From an optimization exercise on the open Yosys and OpenROAD flow, aimed at small area, a short achievable clock period and few clock cycles; shortcuts taken in it are not production practice.
Only simulation tests tie the RTL to the original design; equivalence was not proved.
Power is estimated from default activity; no workload was simulated.

`flow/constraint.sdc`:
```
create_clock -name core_clock -period 12.0 [get_ports {clk}]
set_input_delay 2.4000 -clock core_clock [delete_from_list [all_inputs] [get_ports {clk}]]
set_output_delay 2.4000 -clock core_clock [all_outputs]
set_load 0.01 [all_outputs]
```
`flow/config.mk`:
```
export PLATFORM = sky130hd
export DESIGN_NAME = fcodec
export DESIGN_NICKNAME = fcodec
export VERILOG_FILES = /design/flow/design.v
export SDC_FILE = /design/flow/constraint.sdc
export NUM_CORES = 8
export LEC_CHECK = 0
export CAP_MARGIN = 20
export CORE_MARGIN = 2
export CORE_UTILIZATION = 40
export PLACE_DENSITY = 0.5
export SETUP_SLACK_MARGIN = 5
export SLEW_MARGIN = 20
```
`flow/design.v`:
```
module fcodec (
    input  wire        clk,
    input  wire        rst,
    input  wire        bus_req,
    input  wire        bus_we,
    input  wire [1:0]  bus_size,    
    input  wire [11:0] bus_addr,
    input  wire [31:0] bus_wdata,
    output wire        bus_ready,
    output reg  [31:0] bus_rdata,
    output wire        bus_err
);
    localparam [2:0] OP_NOP = 3'd0, OP_ENCODE = 3'd1, OP_DECODE = 3'd2, OP_VERIFY = 3'd3;
    localparam [3:0] ERR_OK = 4'd0, ERR_NAR = 4'd1, ERR_TRUNC = 4'd2, ERR_ILL = 4'd3;
    localparam [2:0] TAG_NONE = 3'd0, TAG_V = 3'd1, TAG_I = 3'd2, TAG_P = 3'd3,
                     TAG_STR = 3'd4, TAG_UNK = 3'd5;
    function [7:0] sum4;
        input [31:0] w;
        sum4 = w[7:0] + w[15:8] + w[23:16] + w[31:24];
    endfunction
    function prn;
        input [7:0] b;
        prn = (b >= 8'h20) && (b <= 8'h7E);
    endfunction
    function [2:0] pc4;
        input [31:0] w;
        pc4 = {2'd0, prn(w[7:0])} + {2'd0, prn(w[15:8])} +
              {2'd0, prn(w[23:16])} + {2'd0, prn(w[31:24])};
    endfunction
    function [6:0] inc7;
        input [6:0] a;
        integer n;
        begin
            for (n = 0; n < 7; n = n + 1)
                inc7[n] = a[n] ^ (&(a | ~((7'd1 << n) - 7'd1)));
        end
    endfunction
    function lt7;
        input [6:0] a, b;
        integer n;
        reg     eq;
        begin
            lt7 = 1'b0;
            eq  = 1'b1;
            for (n = 6; n >= 0; n = n - 1) begin
                lt7 = lt7 | (eq & !a[n] & b[n]);
                eq  = eq & (a[n] == b[n]);
            end
        end
    endfunction
    function [31:0] below;
        input [31:0] w;
        input [1:0]  n;
        below = w & ((32'd1 << (8 * n)) - 32'd1);
    endfunction
    reg  [2:0]  ctrl_op;
    reg  [1:0]  ctrl_sel;
    reg  [3:0]  st_err;
    reg         st_ok;
    reg         st_present;
    reg  [2:0]  st_lastop;
    reg  [31:0] enc_hdr;
    reg  [8:0]  tx_len;
    reg  [8:0]  rx_len;
    reg  [7:0]  res_reg;
    reg  [7:0]  res_len;
    reg  [2:0]  res_tag;
    reg  [31:0] res_val;
    reg  [8:0]  disp_len;
    reg  [7:0]  csum_calc;
    reg  [7:0]  csum_recv;
    reg  [32*65-1:0] tx_buf;
    reg  [32*65-1:0] rx_buf;
    reg  [28*64-1:0] disp_buf;
    reg  [6:0]  qa_tx, qa_rx;   reg [5:0] qa_dp;
    reg  [31:0] q_tx,  q_rx;    reg [27:0] q_dp;
    reg         qv_tx, qv_rx,   qv_dp;
    reg  [6:0]  na_tx, na_rx;   reg [5:0] na_dp;    
    reg  [31:0] tx_rd, rx_rd;
    reg  [27:0] dp_rd;
    integer k;
    always @(*) begin
        tx_rd = 32'd0;
        rx_rd = 32'd0;
        dp_rd = 28'd0;
        for (k = 0; k < 65; k = k + 1) begin
            tx_rd = tx_rd | ({32{na_tx == k}} & tx_buf[32*k +: 32]);
            rx_rd = rx_rd | ({32{na_rx == k}} & rx_buf[32*k +: 32]);
        end
        for (k = 0; k < 64; k = k + 1)
            dp_rd = dp_rd | ({28{na_dp == k}} & disp_buf[28*k +: 28]);
    end
    wire [9:0] boff = bus_addr[9:0];
    wire [7:0] word = boff[9:2];
    wire [6:0] w7   = word[6:0];
    wire misaligned = (bus_size == 2'd3) ||
                      (bus_size == 2'd1 && bus_addr[0]) ||
                      (bus_size == 2'd2 && bus_addr[1:0] != 2'b00);
    wire in_buf  = (boff[9:8] == 2'b00) || (boff[9:2] == 8'h40);        
    wire in_regs = (bus_addr[11:6] == 6'd0) && (!bus_addr[5] || bus_addr[4:2] == 3'd0);
    wire in_tx   = (bus_addr[11:10] == 2'b01) && in_buf;
    wire in_rx   = (bus_addr[11:10] == 2'b10) && in_buf;
    wire in_disp = (bus_addr[11:10] == 2'b11) && (boff[9:8] == 2'b00);
    wire len_big = (|bus_wdata[31:9]) ||
                   (bus_wdata[8] && ((|bus_wdata[7:3]) || (bus_wdata[2] && (|bus_wdata[1:0]))));
    wire [3:0] reg_idx = bus_addr[5:2];
    reg  access_err;
    always @(*) begin
        access_err = 1'b0;
        if (misaligned)
            access_err = 1'b1;
        else if (in_regs) begin
            if (bus_size != 2'd2)
                access_err = 1'b1;
            else if (bus_we) begin
                case (reg_idx)
                    4'd0, 4'd2: access_err = 1'b0;
                    4'd4:       access_err = len_big;
                    default:    access_err = 1'b1;
                endcase
            end
        end else if (in_tx || in_rx)
            access_err = 1'b0;
        else if (in_disp)
            access_err = bus_we;
        else
            access_err = 1'b1;
    end
    wire acc  = bus_req && !access_err;
    wire full = (bus_size == 2'd2);
    reg [3:0] lane_mask;
    always @(*) begin
        case (bus_size)
            2'd0:    lane_mask = 4'b0001 << bus_addr[1:0];
            2'd1:    lane_mask = 4'b0011 << bus_addr[1:0];
            default: lane_mask = 4'b1111;
        endcase
    end
    wire [31:0] lane_data = bus_wdata << (8 * bus_addr[1:0]);
    wire [31:0] lmask = {{8{lane_mask[3]}}, {8{lane_mask[2]}}, {8{lane_mask[1]}}, {8{lane_mask[0]}}};
    wire       to_next   = lane_mask[3];
    wire [6:0] next_word = to_next ? inc7(w7) : w7;
    wire hit_tx = qv_tx && (w7 == qa_tx);
    wire hit_rx = qv_rx && (w7 == qa_rx);
    wire hit_dp = qv_dp && (word[5:0] == qa_dp);
    wire [7:0] rx0 = rx_buf[7:0];
    wire [7:0] rx1 = rx_buf[15:8];
    wire [7:0] rx2 = rx_buf[23:16];
    wire [7:0] rx3 = rx_buf[31:24];
    wire [7:0] enc_n = enc_hdr[31:24];
    wire [7:0] enc_r = enc_hdr[23:16];
    wire gate_ok   = (rx_len > 9'd6) && (rx0 == 8'hF0) && (rx1 == 8'hA1);
    wire is_float  = (rx2 == 8'hC1) || (rx2 == 8'hC2);
    wire is_triple = (rx2 == 8'hC3);
    wire is_string = (rx2 == 8'hDE) || (rx2 == 8'hDF) || (rx2 == 8'hE0);
    wire fits      = ({1'b0, rx3} + 9'd4) <= rx_len;
    reg  [6:0] tx_tw, rx_tw;
    reg  [1:0] tx_tb, rx_tb;
    reg        chk_present, str_ok;
    reg  [6:0]  tq;  reg [7:0] ts1, tw1, tw0;  reg tvalid;
    reg  [6:0]  rq;  reg [7:0] rs1, rw1, rw0;  reg rvalid;
    reg  [6:0]  tqm1, tqp1, rqm1, rqp1;    
    reg  [8:0]  rc1; reg [2:0] rcw1, rcw0;
    reg         tk_tx, tk_rx, tk_mok;
    reg  [6:0]  tk_w;
    reg  [31:0] tk_m;
    reg         fb_busy, fb_rx, fb_done;
    reg  [7:0]  fb_s;
    reg  [8:0]  fb_c;
    reg         cp_busy, cp_flush, cp_load;
    reg         enc_pend, dec_pend;    
    reg  [6:0]  cp_dw;           
    reg  [1:0]  cp_sc;           
    reg  [20:0] cp_stage;
    reg        tx_base_ok;  reg [7:0] tx_base;
    always @(*) begin
        tx_base_ok = 1'b1;
        tx_base    = 8'd0;
        if (tx_tw == 7'd1)
            tx_base = 8'd0;
        else if (fb_done && !fb_rx)
            tx_base = fb_s;
        else if (tvalid && tx_tw == tqm1)
            tx_base = ts1;
        else if (tvalid && tx_tw == tq)
            tx_base = ts1 + tw1;
        else if (tvalid && tx_tw == tqp1)
            tx_base = ts1 + tw1 + tw0;
        else
            tx_base_ok = 1'b0;
    end
    reg        rx_base_ok;  reg [7:0] rx_base;  reg [8:0] rx_basec;
    always @(*) begin
        rx_base_ok = 1'b1;
        rx_base    = 8'd0;
        rx_basec   = 9'd0;
        if (rx_tw == 7'd1) begin
            rx_base = 8'd0; rx_basec = 9'd0;
        end else if (fb_done && fb_rx) begin
            rx_base = fb_s; rx_basec = fb_c;
        end else if (rvalid && rx_tw == rqm1) begin
            rx_base = rs1; rx_basec = rc1;
        end else if (rvalid && rx_tw == rq) begin
            rx_base = rs1 + rw1; rx_basec = rc1 + rcw1;
        end else if (rvalid && rx_tw == rqp1) begin
            rx_base = rs1 + rw1 + rw0; rx_basec = rc1 + rcw1 + rcw0;
        end else
            rx_base_ok = 1'b0;
    end
    wire [31:0] tx_part   = below(q_tx, tx_tb);
    wire [31:0] rx_part   = below(q_rx, rx_tb);
    wire [7:0]  enc_sum   = (enc_r + enc_n + tx_base) + sum4(tx_part);
    wire [7:0]  chk_sum   = (rx2 + rx3 + rx_base) + sum4(rx_part);
    wire [7:0]  chk_recv  = q_rx[8*rx_tb +: 8];
    wire [8:0]  str_cnt   = rx_basec + {6'd0, pc4(rx_part)};
    wire        ctrl_wr  = acc && bus_we && in_regs && reg_idx == 4'd0;
    wire [2:0]  w_op     = bus_wdata[2:0];
    wire [1:0]  w_sel    = bus_wdata[5:4];
    wire        w_enc    = (w_op == OP_ENCODE);
    wire        w_chk    = (w_op == OP_VERIFY) || (w_op == OP_DECODE && w_sel != 2'd3);
    wire        w_dec    = (w_op == OP_DECODE && w_sel != 2'd3);
    wire        tx_at    = qv_tx && qa_tx == tx_tw;
    wire        rx_at    = qv_rx && qa_rx == rx_tw;
    wire        rx_need  = chk_present || (w_op == OP_DECODE && str_ok);
    wire        enc_go   = !fb_busy && !tk_tx && tx_base_ok && tx_at;
    wire        chk_go   = !fb_busy && !cp_busy && (!rx_need || (!tk_rx && rx_base_ok && rx_at));
    wire        cmd_go   = w_enc ? enc_go : w_chk ? chk_go : 1'b1;
    wire        fb_tx_start = !fb_busy && !fb_done && w_enc && !tk_tx && !tx_base_ok;
    wire        fb_rx_start = !fb_busy && !fb_done && w_chk && !cp_busy && !tk_rx && rx_need && !rx_base_ok;
    wire dp_avail = !cp_busy || lt7({1'b0, qa_dp}, cp_dw);
    wire r_tx    = bus_addr[11:10] == 2'b01;
    wire r_rx    = bus_addr[11:10] == 2'b10;
    wire r_dp    = bus_addr[11:10] == 2'b11;
    wire is_ctrl = bus_we && bus_size == 2'd2 && bus_addr == 12'h000;
    wire st_tx   = bus_req && !bus_we && r_tx && !hit_tx;
    wire st_rx   = bus_req && r_rx && (cp_busy || (!bus_we && !hit_rx));
    wire st_dp   = bus_req && !bus_we && r_dp && (!hit_dp || !dp_avail);
    wire st_ctrl = bus_req && is_ctrl && !cmd_go;
    wire stall   = st_tx || st_rx || st_dp || st_ctrl;
    assign bus_ready = bus_req && !stall;
    assign bus_err   = access_err;
    wire done    = acc && !stall;           
    wire cmd     = done && ctrl_wr;
    wire enc_cmp = cmd && w_enc;
    wire dec_cmp = cmd && w_dec;
    wire cp_start = dec_cmp && str_ok && str_cnt != 9'd0;
    wire tx_hw   = bus_req && bus_we && in_tx && !misaligned;
    wire rx_hw   = bus_req && bus_we && in_rx && !misaligned && !cp_busy;
    wire hdr_wr  = done && bus_we && in_regs && reg_idx == 4'd2;
    wire len_wr  = done && bus_we && in_regs && reg_idx == 4'd4;
    wire [31:0] tx_merged = (q_tx & ~lmask) | (lane_data & lmask);
    wire [31:0] rx_merged = (q_rx & ~lmask) | (lane_data & lmask);
    wire        tx_mok    = full || hit_tx;
    wire        rx_mok    = full || hit_rx;
    wire [7:0]  tk_ms     = sum4(tk_m);
    wire [2:0]  tk_mc     = pc4(tk_m);
    wire [6:0] cp_last = (rx_tb == 2'd0) ? rx_tw - 7'd1 : rx_tw;   
    reg  [3:0] cp_v;
    reg  [2:0] cp_pos [0:3];
    reg  [2:0] cp_tot;
    reg  [6:0] cp_win [0:6];
    integer i, j;
    always @(*) begin
        for (j = 0; j < 4; j = j + 1)
            cp_v[j] = prn(q_rx[8*j +: 8]) &&
                      ((qa_rx < rx_tw) || (qa_rx == rx_tw && j < rx_tb));
        cp_pos[0] = {1'b0, cp_sc};
        for (j = 1; j < 4; j = j + 1)
            cp_pos[j] = cp_pos[j-1] + {2'd0, cp_v[j-1]};
        cp_tot = cp_pos[3] + {2'd0, cp_v[3]};
        for (i = 0; i < 7; i = i + 1) begin
            cp_win[i] = (i < 3 && i < cp_sc) ? cp_stage[7*(i % 3) +: 7] : 7'd0;
            for (j = 0; j < 4; j = j + 1)
                if (cp_v[j] && cp_pos[j] == i)
                    cp_win[i] = q_rx[8*j +: 7];
        end
    end
    wire cp_step  = cp_busy && !cp_flush && !cp_load;
    wire cp_wr    = (cp_step && cp_tot[2]) || (cp_busy && cp_flush);
    wire [27:0] cp_wdata = cp_flush ? {7'd0, cp_stage} :
                           {cp_win[3], cp_win[2], cp_win[1], cp_win[0]};
    always @(*) begin
        if (fb_busy && !fb_rx)
            na_tx = (qa_tx == tx_tw - 7'd1) ? tx_tw : qa_tx + 7'd1;
        else if (bus_req && r_tx)
            na_tx = hit_tx ? next_word : w7;
        else if (bus_req && bus_we && bus_addr == 12'h008)
            na_tx = {1'b0, bus_wdata[31:26]} + 7'd1;    
        else if (bus_req && is_ctrl && w_enc)
            na_tx = fb_tx_start ? 7'd1 : tx_tw;
        else if (enc_pend)
            na_tx = 7'd0;                                
        else
            na_tx = qa_tx;
        if (cp_busy)
            na_rx = cp_load ? 7'd1 : cp_flush ? qa_rx : (qa_rx == cp_last) ? 7'd0 : qa_rx + 7'd1;
        else if (fb_busy && fb_rx)
            na_rx = (qa_rx == rx_tw - 7'd1) ? rx_tw : qa_rx + 7'd1;
        else if (bus_req && r_rx)
            na_rx = hit_rx ? next_word : w7;
        else if (bus_req && bus_we && bus_addr == 12'h010)
            na_rx = rx_tw;                               
        else if (bus_req && is_ctrl && w_chk)
            na_rx = fb_rx_start ? 7'd1 : rx_tw;
        else
            na_rx = qa_rx;
        if (bus_req && !bus_we && r_dp)
            na_dp = (hit_dp && dp_avail) ? next_word[5:0] : word[5:0];
        else if (dec_pend)
            na_dp = 6'd0;
        else
            na_dp = qa_dp;
    end
    wire [8:0]  dp_base = {1'b0, na_dp, 2'b00};
    wire [27:0] dp_keep = {{7{(dp_base + 9'd3) < disp_len}}, {7{(dp_base + 9'd2) < disp_len}},
                           {7{(dp_base + 9'd1) < disp_len}}, {7{ dp_base         < disp_len}}};
    wire        rx0_wr  = rx_hw && w7 == 7'd0;
    wire [7:0]  n_enc_n = rst ? 8'd0 : hdr_wr ? bus_wdata[31:24] : enc_n;
    wire [8:0]  n_rxlen = rst ? 9'd0 : len_wr ? bus_wdata[8:0] : rx_len;
    wire [7:0]  n_rx0   = (rx0_wr && lane_mask[0]) ? lane_data[7:0]   : rx0;
    wire [7:0]  n_rx1   = (rx0_wr && lane_mask[1]) ? lane_data[15:8]  : rx1;
    wire [7:0]  n_rx2   = (rx0_wr && lane_mask[2]) ? lane_data[23:16] : rx2;
    wire [7:0]  n_rx3   = (rx0_wr && lane_mask[3]) ? lane_data[31:24] : rx3;
    always @(posedge clk) begin
        tx_tw <= {1'b0, n_enc_n[7:2]} + 7'd1;
        tx_tb <= n_enc_n[1:0];
        rx_tw <= {1'b0, n_rx3[7:2]} + 7'd1;
        rx_tb <= n_rx3[1:0];
        chk_present <= (n_rxlen >= 9'd4) && (n_rxlen >= 9'd5 + {1'b0, n_rx3});
        str_ok      <= (n_rxlen > 9'd6) && (n_rx0 == 8'hF0) && (n_rx1 == 8'hA1) &&
                       ((n_rx2 == 8'hDE) || (n_rx2 == 8'hDF) || (n_rx2 == 8'hE0)) &&
                       (({1'b0, n_rx3} + 9'd4) <= n_rxlen);
    end
    always @(posedge clk) begin
        qa_tx <= na_tx;
        qa_rx <= na_rx;
        qa_dp <= na_dp;
        q_tx  <= (tx_hw && na_tx == w7) ? ((tx_rd & ~lmask) | (lane_data & lmask)) : tx_rd;
        q_rx  <= (rx_hw && na_rx == w7) ? ((rx_rd & ~lmask) | (lane_data & lmask)) : rx_rd;
        q_dp  <= ((cp_wr && cp_dw[5:0] == na_dp) ? cp_wdata : dp_rd) & dp_keep;
        tk_w  <= w7;
        tk_mok <= in_tx ? tx_mok : rx_mok;
        tk_m  <= in_tx ? tx_merged : rx_merged;
        if (rst) begin
            ctrl_op    <= 3'd0;
            ctrl_sel   <= 2'd0;
            st_err     <= 4'd0;
            st_ok      <= 1'b0;
            st_present <= 1'b0;
            st_lastop  <= 3'd0;
            enc_hdr    <= 32'd0;
            tx_len     <= 9'd0;
            rx_len     <= 9'd0;
            res_reg    <= 8'd0;
            res_len    <= 8'd0;
            res_tag    <= TAG_NONE;
            res_val    <= 32'd0;
            disp_len   <= 9'd0;
            csum_calc  <= 8'd0;
            csum_recv  <= 8'd0;
            qv_tx <= 1'b0; qv_rx <= 1'b0; qv_dp <= 1'b0;
            tq <= 7'd1; tqm1 <= 7'd0; tqp1 <= 7'd2; rqm1 <= 7'd0; rqp1 <= 7'd2; ts1 <= 8'd0; tw1 <= 8'd0; tw0 <= 8'd0; tvalid <= 1'b0;
            rq <= 7'd1; rs1 <= 8'd0; rw1 <= 8'd0; rw0 <= 8'd0; rvalid <= 1'b0;
            rc1 <= 9'd0; rcw1 <= 3'd0; rcw0 <= 3'd0;
            tk_tx <= 1'b0; tk_rx <= 1'b0;
            fb_busy <= 1'b0; fb_rx <= 1'b0; fb_done <= 1'b0; fb_s <= 8'd0; fb_c <= 9'd0;
            enc_pend <= 1'b0; dec_pend <= 1'b0; cp_load <= 1'b0;
            cp_busy <= 1'b0; cp_flush <= 1'b0; cp_dw <= 7'd0; cp_sc <= 2'd0; cp_stage <= 21'd0;
        end else begin
            qv_tx <= !enc_cmp;
            qv_rx <= 1'b1;
            qv_dp <= !dec_cmp;
            enc_pend <= enc_cmp;
            dec_pend <= dec_cmp;
            if (hdr_wr)
                enc_hdr <= bus_wdata;
            if (len_wr)
                rx_len <= bus_wdata[8:0];
            if (cmd) begin
                ctrl_op   <= w_op;
                ctrl_sel  <= w_sel;
                st_lastop <= w_op;
                fb_done   <= 1'b0;
                case (w_op)
                OP_NOP: begin
                    st_err <= ERR_OK; st_ok <= 1'b0; st_present <= 1'b0;
                end
                OP_ENCODE: begin
                    tx_len     <= {1'b0, enc_n} + 9'd5;
                    csum_calc  <= enc_sum;
                    csum_recv  <= 8'd0;
                    st_err     <= ERR_OK;
                    st_ok      <= 1'b0;
                    st_present <= 1'b0;
                end
                OP_DECODE, OP_VERIFY: begin
                    if (!w_chk) begin
                        st_err <= ERR_ILL; st_ok <= 1'b0; st_present <= 1'b0;
                    end else begin
                        if (chk_present) begin
                            csum_calc  <= chk_sum;
                            csum_recv  <= chk_recv;
                            st_ok      <= (chk_sum == chk_recv);
                            st_present <= 1'b1;
                        end else begin
                            csum_calc  <= 8'd0;
                            csum_recv  <= 8'd0;
                            st_ok      <= 1'b0;
                            st_present <= 1'b0;
                        end
                        st_err <= ERR_OK;
                        if (w_op == OP_DECODE) begin
                            res_reg  <= 8'd0;
                            res_len  <= 8'd0;
                            res_tag  <= TAG_NONE;
                            res_val  <= 32'd0;
                            disp_len <= 9'd0;
                            if (!gate_ok) begin
                                st_err <= ERR_NAR;
                            end else begin
                                res_reg <= rx2;
                                res_len <= rx3;
                                if (is_float) begin
                                    if (!fits || rx3 < 8'd4)
                                        st_err <= ERR_TRUNC;
                                    else begin
                                        res_val <= rx_buf[63:32];
                                        res_tag <= (rx2 == 8'hC1) ? TAG_V : TAG_I;
                                    end
                                end else if (is_triple) begin
                                    if (!fits || rx3 < 8'd12)
                                        st_err <= ERR_TRUNC;
                                    else begin
                                        case (w_sel)
                                            2'd0:    res_val <= rx_buf[63:32];
                                            2'd1:    res_val <= rx_buf[95:64];
                                            default: res_val <= rx_buf[127:96];
                                        endcase
                                        res_tag <= TAG_V + {1'b0, w_sel};
                                    end
                                end else if (is_string) begin
                                    if (!fits)
                                        st_err <= ERR_TRUNC;
                                    else begin
                                        res_tag  <= TAG_STR;
                                        disp_len <= str_cnt;
                                    end
                                end else begin
                                    res_tag <= TAG_UNK;
                                end
                            end
                        end
                    end
                end
                default: begin
                    st_err <= ERR_ILL; st_ok <= 1'b0; st_present <= 1'b0;
                end
                endcase
            end
            tk_tx <= tx_hw && w7 != 7'd0;
            tk_rx <= rx_hw && w7 != 7'd0;
            if (tk_tx) begin
                if (tk_w == 7'd1) begin
                    tq <= 7'd1; tqm1 <= 7'd0; tqp1 <= 7'd2;
                    ts1 <= 8'd0; tw1 <= 8'd0; tw0 <= tk_ms; tvalid <= tk_mok;
                end else if (tvalid) begin
                    if (tk_w == tqm1) begin
                        if (tk_mok) tw1 <= tk_ms; else tvalid <= 1'b0;
                    end else if (tk_w == tq) begin
                        if (tk_mok) tw0 <= tk_ms; else tvalid <= 1'b0;
                    end else if (tk_w == tqp1) begin
                        if (tk_mok) begin
                            ts1 <= ts1 + tw1; tw1 <= tw0; tw0 <= tk_ms;
                            tq <= tk_w; tqm1 <= tq; tqp1 <= tk_w + 7'd1;
                        end
                    end else if (tk_w < tq)
                        tvalid <= 1'b0;
                end
            end
            if (enc_cmp && tx_tw <= tq)
                tvalid <= 1'b0;
            if (tk_rx) begin
                if (tk_w == 7'd1) begin
                    rq <= 7'd1; rqm1 <= 7'd0; rqp1 <= 7'd2;
                    rs1 <= 8'd0; rw1 <= 8'd0; rw0 <= tk_ms;
                    rc1 <= 9'd0; rcw1 <= 3'd0; rcw0 <= tk_mc; rvalid <= tk_mok;
                end else if (rvalid) begin
                    if (tk_w == rqm1) begin
                        if (tk_mok) begin rw1 <= tk_ms; rcw1 <= tk_mc; end
                        else rvalid <= 1'b0;
                    end else if (tk_w == rq) begin
                        if (tk_mok) begin rw0 <= tk_ms; rcw0 <= tk_mc; end
                        else rvalid <= 1'b0;
                    end else if (tk_w == rqp1) begin
                        if (tk_mok) begin
                            rs1 <= rs1 + rw1; rw1 <= rw0; rw0 <= tk_ms;
                            rc1 <= rc1 + {6'd0, rcw1}; rcw1 <= rcw0; rcw0 <= tk_mc;
                            rq <= tk_w; rqm1 <= rq; rqp1 <= tk_w + 7'd1;
                        end
                    end else if (tk_w < rq)
                        rvalid <= 1'b0;
                end
            end
            if (fb_busy) begin
                fb_s <= fb_s + sum4(fb_rx ? q_rx : q_tx);
                fb_c <= fb_c + {6'd0, pc4(q_rx)};
                if (fb_rx ? (qa_rx == rx_tw - 7'd1) : (qa_tx == tx_tw - 7'd1)) begin
                    fb_busy <= 1'b0;
                    fb_done <= 1'b1;
                end
            end else if (bus_req && is_ctrl && (fb_tx_start || fb_rx_start)) begin
                fb_busy <= 1'b1; fb_rx <= fb_rx_start; fb_s <= 8'd0; fb_c <= 9'd0;
            end
            if (cp_busy) begin
                if (cp_wr)
                    cp_dw <= cp_dw + 7'd1;
                if (cp_load)
                    cp_load <= 1'b0;
                else if (cp_flush) begin
                    cp_flush <= 1'b0;
                    cp_busy  <= 1'b0;
                end else begin
                    cp_sc    <= cp_tot[1:0];
                    cp_stage <= cp_tot[2] ? {cp_win[6], cp_win[5], cp_win[4]}
                                          : {cp_win[2], cp_win[1], cp_win[0]};
                    if (qa_rx == cp_last) begin
                        if (cp_tot[1:0] != 2'd0)
                            cp_flush <= 1'b1;
                        else
                            cp_busy <= 1'b0;
                    end
                end
            end else if (cp_start) begin
                cp_busy  <= 1'b1;
                cp_load  <= 1'b1;
                cp_flush <= 1'b0;
                cp_dw    <= 7'd0;
                cp_sc    <= 2'd0;
            end
        end
    end
    wire [31:0] tx_ldata = enc_cmp ? {4{enc_sum}} : lane_data;
    genvar g, b;
    generate
        for (g = 0; g < 65; g = g + 1) begin : g_tx
            for (b = 0; b < 4; b = b + 1) begin : g_b
                wire host_we = tx_hw && w7 == g && lane_mask[b];
                if (g == 0) begin : g_hdr
                    always @(posedge clk)
                        if (host_we || enc_cmp)
                            tx_buf[32*g + 8*b +: 8] <= enc_cmp ? enc_hdr[8*b +: 8] : lane_data[8*b +: 8];
                end else begin : g_pl
                    wire enc_we = enc_cmp && tx_tw == g && tx_tb == b;
                    always @(posedge clk)
                        if (host_we || enc_we)
                            tx_buf[32*g + 8*b +: 8] <= tx_ldata[8*b +: 8];
                end
            end
        end
        for (g = 0; g < 65; g = g + 1) begin : g_rx
            for (b = 0; b < 4; b = b + 1) begin : g_b
                wire host_we = rx_hw && w7 == g && lane_mask[b];
                always @(posedge clk)
                    if (host_we)
                        rx_buf[32*g + 8*b +: 8] <= lane_data[8*b +: 8];
            end
        end
        for (g = 0; g < 64; g = g + 1) begin : g_disp
            always @(posedge clk)
                if (cp_wr && cp_dw[5:0] == g)
                    disp_buf[28*g +: 28] <= cp_wdata;
        end
    endgenerate
    reg [31:0] reg_word;
    always @(*) begin
        case (reg_idx)
            4'd0:    reg_word = {26'd0, ctrl_sel, 1'b0, ctrl_op};
            4'd1:    reg_word = {21'd0, st_lastop, 2'b00, st_present, st_ok, st_err};
            4'd2:    reg_word = enc_hdr;
            4'd3:    reg_word = {23'd0, tx_len};
            4'd4:    reg_word = {23'd0, rx_len};
            4'd5:    reg_word = {13'd0, res_tag, res_len, res_reg};
            4'd6:    reg_word = res_val;
            4'd7:    reg_word = {23'd0, disp_len};
            default: reg_word = {16'd0, csum_recv, csum_calc};
        endcase
    end
    wire [31:0] dp_word = {1'b0, q_dp[27:21], 1'b0, q_dp[20:14], 1'b0, q_dp[13:7], 1'b0, q_dp[6:0]};
    reg [31:0] raw_word;
    always @(*) begin
        case (bus_addr[11:10])
            2'b00:   raw_word = reg_word;
            2'b01:   raw_word = q_tx;
            2'b10:   raw_word = q_rx;
            default: raw_word = dp_word;
        endcase
        case (bus_addr[1:0])
            2'd0:    bus_rdata[7:0] = raw_word[7:0];
            2'd1:    bus_rdata[7:0] = raw_word[15:8];
            2'd2:    bus_rdata[7:0] = raw_word[23:16];
            default: bus_rdata[7:0] = raw_word[31:24];
        endcase
        bus_rdata[15:8]  = (bus_size == 2'd0) ? 8'd0 : bus_addr[1] ? raw_word[31:24] : raw_word[15:8];
        bus_rdata[31:16] = (bus_size == 2'd2) ? raw_word[31:16] : 16'd0;
    end
endmodule
```
`flow/run.sh`:
```
#!/bin/bash
# synth_recipe.tcl (not shown) runs the flow's synth.tcl, then flattens the netlist and writes it again
# the make line also repeats each setting of config.mk as NAME=value (left out here)
make -C /OpenROAD-flow-scripts/flow DESIGN_CONFIG=/design/flow/config.mk WORK_HOME=/design/flow/orfs CLKGATE_MAP_FILE= SYNTH_SCRIPT=/design/flow/synth_recipe.tcl finish
```
==> run summary, run 1 <==
Layout
Leaving out fill and tap cells, the most frequent cell in the layout is sky130_fd_sc_hd__edfxtp_1. The number of filler cells placed in the layout is 54,977. The register with the most flip-flops is tx_buf. The growth of design area from synthesis to finish is 19.6%. The total area of sequential cells is 188,000 um2. The count of placed standard cells in the final layout, fillers left out is 27,425. The register with the most flip-flops in the layout has 2,080 of them. The largest registers in the layout are tx_buf: 2080 flops, rx_buf: 2079 flops, disp_buf: 1792 flops. The library cells used most frequently in the layout, excluding fill and tap cells, are sky130_fd_sc_hd__edfxtp_1 (5,920), sky130_fd_sc_hd__a22oi_1 (1,602), sky130_fd_sc_hd__buf_4 (1,405). The final net count is 18,668. The fraction of layout cells with a size suffix above 1 is 20.2%.

The multi-input combinational cells in the finished layout cover a total of 68,900 um2.

Setup path
At the worst endpoint, the required time is 9600 ps. By startpoint and endpoint, the worst setup path is classified as in2out. The startpoint kind of the worst setup timing path is an input port.

For the worst setup path, the data arrival time is 5360 ps. The kind of end point of the critical path is an output pin. Along the worst path, the maximum fanout reaches 6. The logic depth of the worst register-to-register path is 30.

Placement
The final weighted congestion in routability-driven placement is 1.04. The post-place setup slack is 1770 ps. During placement, the flow inserted port buffers numbering 83. The cell count after placement is 25,668. The total half-perimeter wirelength after legalization and detailed placement is 885,000 um.

Detailed routing
In this run the remaining antenna-violating nets after routing total 0. The iteration-0 DRC count of the detailed router is 37,787. The final layout contains routed wiring with a total length of 1,350,000 um.

Before antenna repair, the detailed router went through 9 iterations. Using the TritonRoute via totals, the vias-per-cell ratio works out to 7.02. The number of vias in the routed layout is 192,448. After detailed routing, the average wire length per cell comes to 49.4 um. In the routed design, unresolved DRC markers number 0.

Logic synthesis
The most common flop cell mapped by yosys is sky130_fd_sc_hd__edfxtp_1. After technology mapping, the gate count stands at 16,976. Of the post-synthesis cell area, the dominant cell type holds 69.5%.

During synthesis, Yosys emitted a total of 3 warnings. The multiplexer share of the synthesized area is 1.01%. Summing the areas of all fa, ha and maj instances in the mapped netlist gives 1.72% of the synthesized area.

Summing the sequential cell areas from Yosys gives 73.4% of the chip area. The post-synthesis register bit count is 6,424. The count of distinct cell types in the synthesized netlist is 128. The synthesized netlist devotes 13.5% of its cell area to compound gates. The share of synthesized registers carrying an async set or reset is 0%. The dominant combinational cell family by area after synthesis is compound AO/OA/AOI/OAI gates. A synthesized cell averages 15.1 um2.

Yosys attributes the largest share of cell area to sky130_fd_sc_hd__edfxtp_1 (69%), sky130_fd_sc_hd__a22oi_1 (4.8%), sky130_fd_sc_hd__dfxtp_1 (3.9%). After synthesis the cells add up to 256,000 um2. Summing the areas of all xor and xnor instances in the mapped netlist gives 0.961% of the synthesized area. The simple-gate share of the synthesized area is 7.23%. The synthesized design contains 5,920 enable-type register cells. Summed over all instances, the cell type with the most area after synthesis is sky130_fd_sc_hd__edfxtp_1.

Floorplan
The die width is 804 um. For this design the top-level I/O count stands at 84. The floorplan step set the die height to 804 um. In this run the standard cell core region covers 637,000 um2.

The initialized floorplan defines 293 standard-cell rows. The initial standard-cell utilization of the core is 40.2%. The area of the die is 646,000 um2.

STA
Setup repair after global routing could not meet its margin everywhere. Timing would allow up to 129 MHz. At the pin with the least slew margin, the transition time is 1350 ps. The worst-case setup margin in the final layout is 4240 ps.

The smallest clock period supported by the final layout is computed as 7760 ps. The total count of hold-check failures in the final report is 0. The final hold slack is 457 ps. The number of pins exceeding their max-slew limit in the final report was 0.

On the final layout, the worst clock skew is 163 ps. The final setup TNS is 0 ps. In the finished design, the share of the clock period the worst path needs comes to 64.7%. The number of setup violations in the final report is 0.

Headroom to the max-slew limit came out at 9.55%.

Global route
The all-layer global routing usage is 40.5%. The first-pass GRT wire length is 1,730,000 um. The number of antenna violations at the first check in global routing was 127. For this run the aggregate overflow at the end of global routing stands at 0. Entering global routing, the biggest net connects 95 pins.

The number of global-route vias before repair is 174,158.

Clocking
The total of hold buffers inserted after clock tree synthesis is 0. The number of clock buffers added by TritonCTS is 682. The tree is rooted in a sky130_fd_sc_hd__clkbuf_16. After clock tree synthesis, the clock-pin slew on the worst setup and hold paths is 60 ps.

The TritonCTS clock tree is built. The maximum number of buffers from clock root to sink is 4. The insertion delay to the later sink of the worst-skew pair is 1230 ps. CTS built an H-tree with a depth of 6.

Counting every sink on the clock net gives 6,424.

Run status
The run finished with no timing, DRC or antenna violations.

Flow run
The number of maximum-capacitance constraint violations is 0.

Hold path
The type of the worst min-delay path is reg2reg. The worst hold path was traced through 2 stages.

Power and ir drop
Net switching is 29.3% of the power. Of the total power, combinational logic draws 15.1%. The portion of total power attributed to the clock network is 38.4%. The peak supply drop is 0.000185 V. The internal power is 39.3 mW. The completed layout was analyzed and its total power is 55.6 mW. The cell leakage power is 97.7 nW. For this design the ratio of total power to cell area is 182 nW/um2. The part of the total power dissipated in sequential elements is 46.5%. Summed over all nets, the switching power comes to 16.3 mW.
[worst max-delay path, stage by stage]
cell                         delay (ps)
sky130_fd_sc_hd__buf_16             130
sky130_fd_sc_hd__clkinvlp_4         160
sky130_fd_sc_hd__ha_4               200
sky130_fd_sc_hd__nor3b_4            180
sky130_fd_sc_hd__buf_12             150
sky130_fd_sc_hd__buf_16             130
sky130_fd_sc_hd__a222oi_1           640
sky130_fd_sc_hd__a21oi_1            190
sky130_fd_sc_hd__mux4_2             580
sky130_fd_sc_hd__mux2i_4            240
sky130_fd_sc_hd__a21oi_4            150
sky130_fd_sc_hd__buf_2              170
[cell families (layout without fill, tap and decap cells)]
family,count (synthesis),count (layout)
buffers and inverters,1325,3231
adder cells (fa/ha/maj),285,285
AND/OR/NAND/NOR,3759,3765
AO/OA/AOI/OAI,4676,4681
flip-flops,6424,6424
XOR/XNOR,279,279
other,2,127
multiplexers,226,226
[final timing paths]
check / start / slack, ps / end
max: bus_addr[2] / 4240 / bus_rdata[5]
min: csum_recv[0]$_SDFFE_PP0P_ / 460 / csum_recv[0]$_SDFFE_PP0P_
max reg2reg: ts1[0]$_SDFFE_PP0P_ / 4870 / tx_buf[855]$_DFFE_PP_
min reg2reg: csum_recv[0]$_SDFFE_PP0P_ / 460 / csum_recv[0]$_SDFFE_PP0P_
[synth_stat cells, drive strengths merged, types with 194 or more instances]
cell    count
edfxtp   5920
a22oi    1625
nand2    1123
nor2      959
clkbuf    645
a21oi     639
dfxtp     504
a22o      469
a221oi    456
buf       398
o21ai     371
nand3     361
nand4     339
o22ai     331
nor3      321
inv       279
a222oi    227
nor4      194
[per-layer routing]
metal / wire length (um) / global-route usage (%) / share of wire, %
met2: 572000 / 58.5 / 42
met3: 189000 / 13.6 / 14
met1: 464000 / 50.1 / 34
met5: 283 / 0.0590 / 0.021
met4: 130000 / 31.1 / 9.6
[stage by stage]
step | cell area (um2) | utilization (%)
2_1_floorplan | 256000 | -
3_3_place_gp | 276000 | 43.3
3_5_place_dp | 276000 | 43.4
4_1_cts | 303000 | 47.6
5_1_grt | 306000 | 48.0
6_report | 306000 | 48.0
[cell type report]
type | instances | share of cell area, %
inverter | 282 | 0.364
clock buffer | 892 | 5.93
tap | 8407 | 3.44
clock inverter | 359 | 1.34
sequential | 6424 | 61.4
antenna | 118 | 0.0965
timing repair buffer | 1698 | 4.92
multi-input combinational | 9245 | 22.5
[what timing repair did]
action / 4_1_cts / 5_1_grt
setup endpoints to repair: 6854 / 2523
gates cloned: 25 / 16
pin swaps: 169 / 109
setup buffers: 220 / 121
resized for setup: 759 / 227
hold endpoints to repair: 0 / 0
[power groups by stage]
stage	registers, mW	logic (mW)	clock network [mW]
floorplan	26.0	3.44	0
global route	25.8	8.41	22.2
CTS	25.8	7.85	21.3
global placement	26.3	7.51	0
finish	25.9	8.37	21.4
detailed placement	26.3	7.55	0
Testbench counts, summed over its fixed seeds: cycles 138,024.
==> run 2: changes to the inputs <==
--- a/flow/design.v
+++ b/flow/design.v
@@ -73,6 +73,7 @@
     reg  [32*65-1:0] rx_buf;
     reg  [28*64-1:0] disp_buf;
     reg  [6:0]  qa_tx, qa_rx;   reg [5:0] qa_dp;
+    reg  [6:0]  qa1_tx, qa1_rx; reg [5:0] qa1_dp;    
     reg  [31:0] q_tx,  q_rx;    reg [27:0] q_dp;
     reg         qv_tx, qv_rx,   qv_dp;
     reg  [6:0]  na_tx, na_rx;   reg [5:0] na_dp;    
@@ -139,7 +140,6 @@
     wire [31:0] lane_data = bus_wdata << (8 * bus_addr[1:0]);
     wire [31:0] lmask = {{8{lane_mask[3]}}, {8{lane_mask[2]}}, {8{lane_mask[1]}}, {8{lane_mask[0]}}};
     wire       to_next   = lane_mask[3];
-    wire [6:0] next_word = to_next ? inc7(w7) : w7;
     wire hit_tx = qv_tx && (w7 == qa_tx);
     wire hit_rx = qv_rx && (w7 == qa_rx);
     wire hit_dp = qv_dp && (word[5:0] == qa_dp);
@@ -169,6 +169,7 @@
     reg  [8:0]  fb_c;
     reg         cp_busy, cp_flush, cp_load;
     reg         enc_pend, dec_pend;    
+    reg  [7:0]  enc_s;                 
     reg  [6:0]  cp_dw;           
     reg  [1:0]  cp_sc;           
     reg  [20:0] cp_stage;
@@ -219,8 +220,7 @@
     wire        w_enc    = (w_op == OP_ENCODE);
     wire        w_chk    = (w_op == OP_VERIFY) || (w_op == OP_DECODE && w_sel != 2'd3);
     wire        w_dec    = (w_op == OP_DECODE && w_sel != 2'd3);
-    wire        tx_at    = qv_tx && qa_tx == tx_tw;
-    wire        rx_at    = qv_rx && qa_rx == rx_tw;
+    reg         tx_at, rx_at;       
     wire        rx_need  = chk_present || (w_op == OP_DECODE && str_ok);
     wire        enc_go   = !fb_busy && !tk_tx && tx_base_ok && tx_at;
     wire        chk_go   = !fb_busy && !cp_busy && (!rx_need || (!tk_rx && rx_base_ok && rx_at));
@@ -236,7 +236,8 @@
     wire st_rx   = bus_req && r_rx && (cp_busy || (!bus_we && !hit_rx));
     wire st_dp   = bus_req && !bus_we && r_dp && (!hit_dp || !dp_avail);
     wire st_ctrl = bus_req && is_ctrl && !cmd_go;
-    wire stall   = st_tx || st_rx || st_dp || st_ctrl;
+    wire st_enc  = bus_req && enc_pend && (r_tx || is_ctrl || bus_addr == 12'h020);
+    wire stall   = st_tx || st_rx || st_dp || st_ctrl || st_enc;
     assign bus_ready = bus_req && !stall;
     assign bus_err   = access_err;
     wire done    = acc && !stall;           
@@ -283,7 +284,7 @@
         if (fb_busy && !fb_rx)
             na_tx = (qa_tx == tx_tw - 7'd1) ? tx_tw : qa_tx + 7'd1;
         else if (bus_req && r_tx)
-            na_tx = hit_tx ? next_word : w7;
+            na_tx = !hit_tx ? w7 : to_next ? qa1_tx : qa_tx;
         else if (bus_req && bus_we && bus_addr == 12'h008)
             na_tx = {1'b0, bus_wdata[31:26]} + 7'd1;    
         else if (bus_req && is_ctrl && w_enc)
@@ -297,7 +298,7 @@
         else if (fb_busy && fb_rx)
             na_rx = (qa_rx == rx_tw - 7'd1) ? rx_tw : qa_rx + 7'd1;
         else if (bus_req && r_rx)
-            na_rx = hit_rx ? next_word : w7;
+            na_rx = !hit_rx ? w7 : to_next ? qa1_rx : qa_rx;
         else if (bus_req && bus_we && bus_addr == 12'h010)
             na_rx = rx_tw;                               
         else if (bus_req && is_ctrl && w_chk)
@@ -305,7 +306,7 @@
         else
             na_rx = qa_rx;
         if (bus_req && !bus_we && r_dp)
-            na_dp = (hit_dp && dp_avail) ? next_word[5:0] : word[5:0];
+            na_dp = !(hit_dp && dp_avail) ? word[5:0] : to_next ? qa1_dp : qa_dp;
         else if (dec_pend)
             na_dp = 6'd0;
         else
@@ -321,10 +322,14 @@
     wire [7:0]  n_rx1   = (rx0_wr && lane_mask[1]) ? lane_data[15:8]  : rx1;
     wire [7:0]  n_rx2   = (rx0_wr && lane_mask[2]) ? lane_data[23:16] : rx2;
     wire [7:0]  n_rx3   = (rx0_wr && lane_mask[3]) ? lane_data[31:24] : rx3;
+    wire [6:0]  n_tx_tw = {1'b0, n_enc_n[7:2]} + 7'd1;
+    wire [6:0]  n_rx_tw = {1'b0, n_rx3[7:2]} + 7'd1;
     always @(posedge clk) begin
-        tx_tw <= {1'b0, n_enc_n[7:2]} + 7'd1;
+        tx_at <= !rst && !enc_cmp && !enc_pend && na_tx == n_tx_tw;
+        rx_at <= !rst && na_rx == n_rx_tw;
+        tx_tw <= n_tx_tw;
         tx_tb <= n_enc_n[1:0];
-        rx_tw <= {1'b0, n_rx3[7:2]} + 7'd1;
+        rx_tw <= n_rx_tw;
         rx_tb <= n_rx3[1:0];
         chk_present <= (n_rxlen >= 9'd4) && (n_rxlen >= 9'd5 + {1'b0, n_rx3});
         str_ok      <= (n_rxlen > 9'd6) && (n_rx0 == 8'hF0) && (n_rx1 == 8'hA1) &&
@@ -335,6 +340,9 @@
         qa_tx <= na_tx;
         qa_rx <= na_rx;
         qa_dp <= na_dp;
+        qa1_tx <= inc7(na_tx);
+        qa1_rx <= inc7(na_rx);
+        qa1_dp <= na_dp + 6'd1;
         q_tx  <= (tx_hw && na_tx == w7) ? ((tx_rd & ~lmask) | (lane_data & lmask)) : tx_rd;
         q_rx  <= (rx_hw && na_rx == w7) ? ((rx_rd & ~lmask) | (lane_data & lmask)) : rx_rd;
         q_dp  <= ((cp_wr && cp_dw[5:0] == na_dp) ? cp_wdata : dp_rd) & dp_keep;
@@ -367,10 +375,12 @@
             enc_pend <= 1'b0; dec_pend <= 1'b0; cp_load <= 1'b0;
             cp_busy <= 1'b0; cp_flush <= 1'b0; cp_dw <= 7'd0; cp_sc <= 2'd0; cp_stage <= 21'd0;
         end else begin
-            qv_tx <= !enc_cmp;
+            qv_tx <= !enc_cmp && !enc_pend;
             qv_rx <= 1'b1;
             qv_dp <= !dec_cmp;
             enc_pend <= enc_cmp;
+            if (enc_pend)
+                csum_calc <= enc_s;
             dec_pend <= dec_cmp;
             if (hdr_wr)
                 enc_hdr <= bus_wdata;
@@ -387,7 +397,7 @@
                 end
                 OP_ENCODE: begin
                     tx_len     <= {1'b0, enc_n} + 9'd5;
-                    csum_calc  <= enc_sum;
+                    enc_s      <= enc_sum;
                     csum_recv  <= 8'd0;
                     st_err     <= ERR_OK;
                     st_ok      <= 1'b0;
@@ -539,7 +549,7 @@
             end
         end
     end
-    wire [31:0] tx_ldata = enc_cmp ? {4{enc_sum}} : lane_data;
+    wire [31:0] tx_ldata = enc_pend ? {4{enc_s}} : lane_data;
     genvar g, b;
     generate
         for (g = 0; g < 65; g = g + 1) begin : g_tx
@@ -550,7 +560,7 @@
                         if (host_we || enc_cmp)
                             tx_buf[32*g + 8*b +: 8] <= enc_cmp ? enc_hdr[8*b +: 8] : lane_data[8*b +: 8];
                 end else begin : g_pl
-                    wire enc_we = enc_cmp && tx_tw == g && tx_tb == b;
+                    wire enc_we = enc_pend && tx_tw == g && tx_tb == b;
                     always @(posedge clk)
                         if (host_we || enc_we)
                             tx_buf[32*g + 8*b +: 8] <= tx_ldata[8*b +: 8];
@@ -571,36 +581,47 @@
                     disp_buf[28*g +: 28] <= cp_wdata;
         end
     endgenerate
-    reg [31:0] reg_word;
-    always @(*) begin
-        case (reg_idx)
-            4'd0:    reg_word = {26'd0, ctrl_sel, 1'b0, ctrl_op};
-            4'd1:    reg_word = {21'd0, st_lastop, 2'b00, st_present, st_ok, st_err};
-            4'd2:    reg_word = enc_hdr;
-            4'd3:    reg_word = {23'd0, tx_len};
-            4'd4:    reg_word = {23'd0, rx_len};
-            4'd5:    reg_word = {13'd0, res_tag, res_len, res_reg};
-            4'd6:    reg_word = res_val;
-            4'd7:    reg_word = {23'd0, disp_len};
-            default: reg_word = {16'd0, csum_recv, csum_calc};
+    function [31:0] reg_val;
+        input integer n;
+        case (n)
+            0:       reg_val = {26'd0, ctrl_sel, 1'b0, ctrl_op};
+            1:       reg_val = {21'd0, st_lastop, 2'b00, st_present, st_ok, st_err};
+            2:       reg_val = enc_hdr;
+            3:       reg_val = {23'd0, tx_len};
+            4:       reg_val = {23'd0, rx_len};
+            5:       reg_val = {13'd0, res_tag, res_len, res_reg};
+            6:       reg_val = res_val;
+            7:       reg_val = {23'd0, disp_len};
+            default: reg_val = {16'd0, csum_recv, csum_calc};
         endcase
-    end
+    endfunction
     wire [31:0] dp_word = {1'b0, q_dp[27:21], 1'b0, q_dp[20:14], 1'b0, q_dp[13:7], 1'b0, q_dp[6:0]};
-    reg [31:0] raw_word;
+    wire rg = bus_addr[11:10] == 2'b00;
+    wire [3:0] lsel = 4'b0001 << bus_addr[1:0];
+    reg  [31:0] rd_reg, rd_buf;
     always @(*) begin
-        case (bus_addr[11:10])
-            2'b00:   raw_word = reg_word;
-            2'b01:   raw_word = q_tx;
-            2'b10:   raw_word = q_rx;
-            default: raw_word = dp_word;
-        endcase
-        case (bus_addr[1:0])
-            2'd0:    bus_rdata[7:0] = raw_word[7:0];
-            2'd1:    bus_rdata[7:0] = raw_word[15:8];
-            2'd2:    bus_rdata[7:0] = raw_word[23:16];
-            default: bus_rdata[7:0] = raw_word[31:24];
-        endcase
-        bus_rdata[15:8]  = (bus_size == 2'd0) ? 8'd0 : bus_addr[1] ? raw_word[31:24] : raw_word[15:8];
-        bus_rdata[31:16] = (bus_size == 2'd2) ? raw_word[31:16] : 16'd0;
+        rd_reg = 32'd0;
+        for (k = 0; k < 9; k = k + 1)
+            if (rg && (k == 8 ? bus_addr[5] : bus_addr[5:2] == k))
+                rd_reg = rd_reg | reg_val(k);
+        rd_buf = 32'd0;
+        for (k = 0; k < 4; k = k + 1) begin
+            if (lsel[k]) begin
+                if (r_tx) rd_buf[7:0] = rd_buf[7:0] | q_tx[8*k +: 8];
+                if (r_rx) rd_buf[7:0] = rd_buf[7:0] | q_rx[8*k +: 8];
+                if (r_dp) rd_buf[7:0] = rd_buf[7:0] | dp_word[8*k +: 8];
+            end
+        end
+        if (bus_size != 2'd0) begin
+            if (r_tx) rd_buf[15:8] = bus_addr[1] ? q_tx[31:24] : q_tx[15:8];
+            if (r_rx) rd_buf[15:8] = bus_addr[1] ? q_rx[31:24] : q_rx[15:8];
+            if (r_dp) rd_buf[15:8] = bus_addr[1] ? dp_word[31:24] : dp_word[15:8];
+        end
+        if (bus_size == 2'd2) begin
+            if (r_tx) rd_buf[31:16] = q_tx[31:16];
+            if (r_rx) rd_buf[31:16] = q_rx[31:16];
+            if (r_dp) rd_buf[31:16] = dp_word[31:16];
+        end
+        bus_rdata = rd_reg | rd_buf;
     end
 endmodule
==> run 2 against run 1 <==
  * Via count grew 8.6%
  * Worst setup slack gained 430 ps
  * Combinational power grew 4.9%
  * Final cell count grew 4.1%
  * Non-clock buffer count grew 137
  * Clock skew shrank 52 ps
  * Still clean on timing, DRC and antenna
  * Largest cell class unchanged
  * Critical path depth grew 1
  * Design area grew 2.0%
  * Clock power grew 4%
  * Fmax grew 5.8%
==> run summary, run 2 <==
Global route
The all-layer global routing usage is 46.9%. The largest net degree at the start of global routing is 75. The global route total overflow is 0. The number of global-route vias before repair is 183,407. The first-pass GRT wire length is 1,990,000 um.

The number of antenna violations at the first check in global routing is 250.

Clocking
The buffer cell driving the clock tree root is sky130_fd_sc_hd__clkbuf_16. For this design, the sink count on the clock tree is 6,454. The insertion delay to the later sink of the worst-skew pair is 1210 ps.

The total of hold buffers inserted after clock tree synthesis is 0. The maximum number of buffers from clock root to sink is 4. The total number of H-tree levels is 6. The clock slew at the register clock pins of the worst setup and hold paths is 60 ps. The TritonCTS clock tree is built. Buffers inserted during clock tree synthesis total 702.

Hold path
In this run the worst hold path is classified as reg2reg. The end of the worst hold path is res_len[0]$_SDFFE_PP0P_. The number of stages on the worst hold path is 2. The beginning of the worst hold path is res_len[0]$_SDFFE_PP0P_.

Setup path
The critical path is of the in2out type. The startpoint of the most critical register-to-register path is rx_tw[1]$_DFF_P_. The capture point of the worst reg-to-reg path is q_rx[16]$_DFF_P_. Data on the critical path is required at its endpoint by 9600 ps. The startpoint kind of the worst setup timing path is an input port. For the worst flop-to-flop path, the logic depth is 22. For flop-to-flop paths, the worst setup slack is 4910 ps. The worst endpoint data arrival time is 4940 ps. The kind of end point of the critical path is an output pin. In this run the worst path has a maximum fanout of 5.

Detailed routing
The number of vias in the routed layout is 208,955. The length of the first detailed-routing pass in iterations is 12. In the final routed layout, each cell accounts on average for 55.8 um.

The wire length after detailed routing is 1,590,000 um. The number of nets with antenna violations after routing is 0. The vias per cell is 7.32.

The residual DRC count is 0. The iteration-0 DRC count of the detailed router is 45,872.

Floorplan
The area of the core is 645,000 um2. The initial utilization of the core area, before any placement, comes to 40.1%. From left edge to right edge, the die measures 809 um. The I/O pin count is 84. The vertical die dimension is 809 um. The total number of placement rows is 295. The die covers 654,000 um2.

Layout
The leading cell type in the layout, fill and taps excluded is sky130_fd_sc_hd__edfxtp_1. In the layout the commonest cells are sky130_fd_sc_hd__edfxtp_1 (5,928), sky130_fd_sc_hd__a22oi_1 (1,680), sky130_fd_sc_hd__buf_4 (1,514). The number of filler cells placed in the layout is 56,273. The total area of sequential cells is 189,000 um2. Ranked by flip-flop count, first place goes to tx_buf.

Compared with the post-synthesis result, the final layout area differs by 20.6%. The largest registers in the layout are tx_buf: 2080 flops, rx_buf: 2079 flops, disp_buf: 1792 flops. Cells with a size suffix above 1 make up 20.4% of the layout. The number of flip-flops in the largest register is 2,080. In the final layout, the multi-input gates occupy 71,800 um2. Measured on the finished design, the core utilization comes to 48.4%. The final net count is 19,413.

STA
The final critical delay including setup and external delays is 7340 ps. The share of the clock period used by the worst path is 61.1%. Setup repair after global routing could not meet its margin everywhere. The number of pins exceeding their max-slew limit in the final report is 0. The total count of hold-check failures in the final report was 0. Timing would allow up to 136 MHz. The transition time of the tightest slew-check pin is 1390 ps.

The final worst clock skew is 111 ps. The tightest slew margin relative to the limit is 7.31%. The final hold slack is 466 ps. The number of setup violations in the final report is 0.

The final setup TNS is 0 ps.

Logic synthesis
Summing the sequential cell areas from Yosys gives 72.8% of the chip area. The synthesized design contains 5,928 enable-type register cells. The count of distinct cell types in the synthesized netlist is 111. In this run the mean area of a mapped cell was 14.7 um2. The Yosys step of the flow raised 3 warnings. The number of cells produced by synthesis is 17,596. By count the netlist is led by sky130_fd_sc_hd__edfxtp_1 (5,928), sky130_fd_sc_hd__a22oi_1 (1,699), sky130_fd_sc_hd__nand2_1 (1,200). The proportion of netlist area held by the largest area contributor is 68.7%.

Sorting the synthesized cells by area gives the leading types as sky130_fd_sc_hd__edfxtp_1 (69%), sky130_fd_sc_hd__a22oi_1 (4.9%), sky130_fd_sc_hd__dfxtp_1 (4.1%). The cell with the most instances after synthesis is sky130_fd_sc_hd__edfxtp_1. The post-synthesis register bit count is 6,454.

Of all cell types, the one taking the most synthesized area is sky130_fd_sc_hd__edfxtp_1. For this run, asynchronously set or reset flops after synthesis account for 0%. The most used flip-flop cell after synthesis is sky130_fd_sc_hd__edfxtp_1.

The post-synth design cell area is 259,000 um2.

Placement
Routability-driven placement finished with a final weighted congestion of 1.07. The number of I/O port buffers is 83. The total half-perimeter wirelength after legalization and detailed placement is 1,070,000 um.

Flow run
The number of maximum-capacitance constraint violations is 0.

Power and ir drop
The peak supply drop is 0.000181 V. The total power per unit cell area is 181 nW/um2. In this run the static leakage power is 103 nW.

Run status
The flow ran to the end and the layout has no timing, DRC or antenna violations.
-- run 2: area by class of cell --
cell class	instances	area share [%]
tap	8613	3.45
clock inverter	413	1.35
inverter	304	0.391
multi-input combinational	9769	23.0
timing repair buffer	1835	5.19
clock buffer	890	6.04
timing repair inverter	1	0.00160
sequential	6454	60.4
antenna	257	0.206
-- run 2: worst max-delay path by stage --
stage,start,slack (ps),to,cells after the start
after global placement,bus_size[0],1060,q_rx[18]$_DFF_P_,17
after floorplan,bus_addr[0],4960,q_rx[16]$_DFF_P_,22
final,bus_addr[3],4660,bus_rdata[6],13
after detailed placement,bus_addr[0],1530,q_rx[24]$_DFF_P_,17
after CTS,bus_wdata[14],4540,bus_err,8
after global routing,rx_tw[4]$_DFF_P_,4710,csum_calc[7]$_SDFF_PP0_,27
-- run 2: kinds of logic (layout without fill, tap and decap cells) --
kind of cell / Yosys count / count (layout) / synth area share (%)
simple gates: 3925 / 3927 / 7.09
other cells: 1 / 259 / 0.00145
buf+inv: 1378 / 3443 / 2.06
compound gates: 4905 / 4907 / 13.9
xor+xnor: 285 / 285 / 0.964
mux: 351 / 351 / 1.43
fa+ha+maj: 297 / 297 / 1.76
flops: 6454 / 6454 / 72.8
-- run 2: metal layers --
metal | vias to the layer above | track usage (%) | wire length [um] | share of wire (%)
met5 | - | 2.16 | 3340 | 0.21
li1 | 74121 | - | - | -
met3 | 4859 | 24.5 | 280000 | 18
met1 | 107803 | 60.1 | 567000 | 36
met4 | 162 | 29.0 | 124000 | 7.8
met2 | 22010 | 62.0 | 619000 | 39
-- run 2: metrics by stage --
step,cells,power (mW),cell area [um2],worst slack [ps]
3_5_place_dp,26558,33.7,282000,1530
3_3_place_gp,26534,33.7,281000,1060
4_1_cts,28165,55.7,310000,4540
2_1_floorplan,17597,28.7,259000,4960
6_report,28536,56.7,312000,4660
5_1_grt,28324,57.0,312000,4710
-- run 2: timing repair --
item,in CTS,in global routing
setup buffers,294,99
pin swaps,125,87
endpoints found under the setup margin,2291,348
resized for setup,515,265
gates cloned,10,2
-- run 2: critical path: stages --
cell and delay, ps:
sky130_fd_sc_hd__buf_16 140, sky130_fd_sc_hd__buf_12 160, sky130_fd_sc_hd__buf_12 140, sky130_fd_sc_hd__clkinvlp_4 130, sky130_fd_sc_hd__nand2_8 140, sky130_fd_sc_hd__nor3_4 60
sky130_fd_sc_hd__buf_6 120, sky130_fd_sc_hd__buf_6 130, sky130_fd_sc_hd__buf_6 110, sky130_fd_sc_hd__a222oi_1 460, sky130_fd_sc_hd__nand3_1 300, sky130_fd_sc_hd__or3_4 470
sky130_fd_sc_hd__buf_6 130
-- run 2: where the power goes --
group / switching (mW) / internal (mW)
clock: 9.81 / 12.5
sequential: 0.351 / 25.2
combinational: 6.82 / 1.97
total: 17.0 / 39.7
Testbench counts of run 2, summed over its fixed seeds: cycles 138,024.

## afterwards: timing with drivers on the ports
No port has a modelled driver above. Below, the same layouts with a new extraction and two added sets of constraints. Step 1: set_driving_cell puts a clkbuf_16 on clk and a buf_2 on each other input, an assumption about the parent block. Step 2 moves the port delays by t, midway between the first and last clock arrival at a register: inputs arrive t later, outputs are due t later. That takes back most of the time a late clock gives input paths. a / b / c = no drivers / after step 1 / after step 2; a / b = the first two.
run | shift t [ns] | setup slack, ns | clock arrival spread, ns
run 1 | 1.282 | 4.236 / 4.149 / 3.512 | 0.166 / 0.165
run 2 | 1.309 | 4.662 / 4.557 / 3.415 | 0.113 / 0.112
After both steps every run listed still meets setup and hold. The setup slack of run 2, which loses most, moves by -0.105 ns with the drivers and by -1.247 ns with both steps.
